From an optimization exercise on the open Yosys and OpenROAD flow, aimed at small area, a short achievable clock period and few clock cycles; shortcuts taken in it are not production practice.
At most, simulation tests tie the RTL to the original design; equivalence was not proved.
No activity file was given, so power comes from the tool's default toggle rates.

## tpx3_codec
module tpx3_codec (
    input  wire        clk,
    input  wire        rst,
    input  wire        in_valid,
    output wire        in_ready,
    input  wire [7:0]  in_op,
    input  wire [47:0] in_a,
    input  wire [31:0] in_b,
    input  wire [31:0] in_c,
    input  wire [31:0] in_d,
    output wire        out_valid,
    input  wire        out_ready,
    output wire [47:0] out_res,
    output wire        out_err,
    output wire        out_amb
);
Size in the first run: ~1700 cells after synthesis, about 0.016 mm^2 of cells after synthesis.
export LEC_CHECK = 0
export CAP_MARGIN = 20
export CORE_MARGIN = 2
export CORE_UTILIZATION = 40
export PLACE_DENSITY = 0.6
export SETUP_SLACK_MARGIN = 4.5
export SLEW_MARGIN = 20
create_clock -name core_clock -period 8.0 [get_ports {clk}]
standard.sh (not shown) runs the stock make flow with config.mk's settings and CLKGATE_MAP_FILE= SYNTH_SCRIPT=/design/flow/synth_recipe.tcl, a recipe that flattens the netlist after the stock synthesis.
==> flow/flow/run.sh <==
#!/bin/bash
# The standard layout (standard.sh), except that the port buffers are
# buf_2 cells and timing repair may resize any cell to any size, not only to
# cells of the same footprint.  make's full output goes to make.log.
set -euo pipefail
bash standard.sh MATCH_CELL_FOOTPRINT=0 \
    "BUFFER_PORTS_ARGS=-buffer_cell sky130_fd_sc_hd__buf_2" finish > make.log 2>&1
The first run passed the timing, DRC and antenna checks.
Next try:
CTS_BUF_LIST = sky130_fd_sc_hd__clkbuf_4 sky130_fd_sc_hd__clkbuf_8   (was unset)
Result: The new run went through all stages and came out clean. Register-to-register slack improved by 50 ps. Via count is higher by 0.92%. Routed wire length rose by about 1.5%. Cell count is higher by about 2%. Total power falls by about 1.6%.
Next try:
CORE_UTILIZATION = 50   (was 40)
PLACE_DENSITY = 0.7   (was 0.6)
Non-clock buffer count goes down by 8.
Global-route usage went up by 3.4 points.
Clock-buffer cell count goes down by 1.
Flip-flop and latch count is unchanged.
Clock skew went down by 6.2 ps.
Utilization goes up by 12 points.
Fmax fell by 1.9%.
Routed wire length is lower by 4.0%.
Area after synthesis stays the same.
No functional check of the RTL was part of any run of this note.

========
Setup of the reference run:
tpx3_codec, a different RTL version from the one above (not shown whole).
Size: about 160 flip-flops, about 210 I/O pins, roughly 0.015 sq mm of cells after synthesis.
==> flow/config.mk <==
export PLATFORM = sky130hd
export DESIGN_NAME = tpx3_codec
export DESIGN_NICKNAME = tpx3_codec
export VERILOG_FILES = /design/flow/design.v
export SDC_FILE = /design/flow/constraint.sdc
export NUM_CORES = 4
export LEC_CHECK = 0
export CAP_MARGIN = 20
export CORE_MARGIN = 2
export CORE_UTILIZATION = 40
export CTS_BUF_LIST = sky130_fd_sc_hd__clkbuf_4 sky130_fd_sc_hd__clkbuf_8
export PLACE_DENSITY = 0.6
export SETUP_SLACK_MARGIN = 4.3
export SLEW_MARGIN = 20
==> flow/constraint.sdc <==
create_clock -name core_clock -period 8.0 [get_ports {clk}]
set_input_delay 1.6000 -clock core_clock [delete_from_list [all_inputs] [get_ports {clk}]]
set_output_delay 1.6000 -clock core_clock [all_outputs]
set_load 0.01 [all_outputs]
Scripts as last shown in full above: flow/flow/run.sh
Testbench counts of the reference run, summed over its fixed seeds: cycles 1,624.
Edits applied to the flow inputs when going from the reference run to the trial run:
# the reference run
export LEC_CHECK = 0
export CAP_MARGIN = 20
export CORE_MARGIN = 2
export CORE_UTILIZATION = 40
export CTS_BUF_LIST = sky130_fd_sc_hd__clkbuf_4 sky130_fd_sc_hd__clkbuf_8
export PLACE_DENSITY = 0.6
export SETUP_SLACK_MARGIN = 4.3
export SLEW_MARGIN = 20
create_clock -name core_clock -period 8.0 [get_ports {clk}]
# the trial run
export LEC_CHECK = 0
export CAP_MARGIN = 20
export CORE_MARGIN = 2
export CORE_UTILIZATION = 40
export PLACE_DENSITY = 0.6
export SETUP_SLACK_MARGIN = 4.3
export SLEW_MARGIN = 20
create_clock -name core_clock -period 8.0 [get_ports {clk}]
==> comparison <==
- The reference run leaves more setup margin than the trial run.
- | hold slack | the reference run vs the trial run | ≈ equal |
- Between the trial run and the reference run, the clock tree buffer count of the final layout figures differ only marginally.
- Reported for the trial run and the reference run, clock buffer count from CTS turned out identical to the last digit.
- From the reference run to the trial run the numbers moved as follows: non-clock buffer count shows an increase of 6.4%, wire length moved up, combinational power comparable, wire length of the first global-routing pass picked up an extra 0.55%.
- Switching power share of the total in the trial run is 2.0 points lower than in the reference run
- Summary: with the reference run as the reference, fmax in the trial run moved down slightly.
- On global-route usage over all layers, the trial run and the reference run are basically level.

[static timing again, ports no longer ideal]
No port has a modelled driver above. Below, the same layouts with a new extraction and two added sets of constraints. Step 1 sets driving cells, clkbuf_16 on the clock port and buf_2 on the other inputs (assumed; they add their load-dependent delay and slew). Step 2 adds t to the input delays and takes it off the output delays; t is the mean of the earliest and latest rising clock arrival at the registers after step 1. Input paths then give back, and output paths get back, about the clock's delay inside the block. Three values: ideal, step 1, step 2; two values: the first two.
run | t (ns) | slack for setup (ns) | worst setup path at the end
the first run of note 1 | 0.579 | 4.341 / 4.341 / 3.954 | input to register
the second run of note 1 | 0.602 | 4.387 / 4.368 / 3.976 | input to register
the third run of note 1 | 0.569 | 4.317 / 4.286 / 4.050 | input to register
the reference run | 0.514 | 4.326 / 4.315 / 3.800 | input to register
the trial run | 0.476 | 4.272 / 4.300 / 3.824 | input to register
After both steps setup and hold are still met in every run listed. The setup slack of the reference run, which loses most, moves by -0.011 ns with the drivers and by -0.526 ns with both steps.
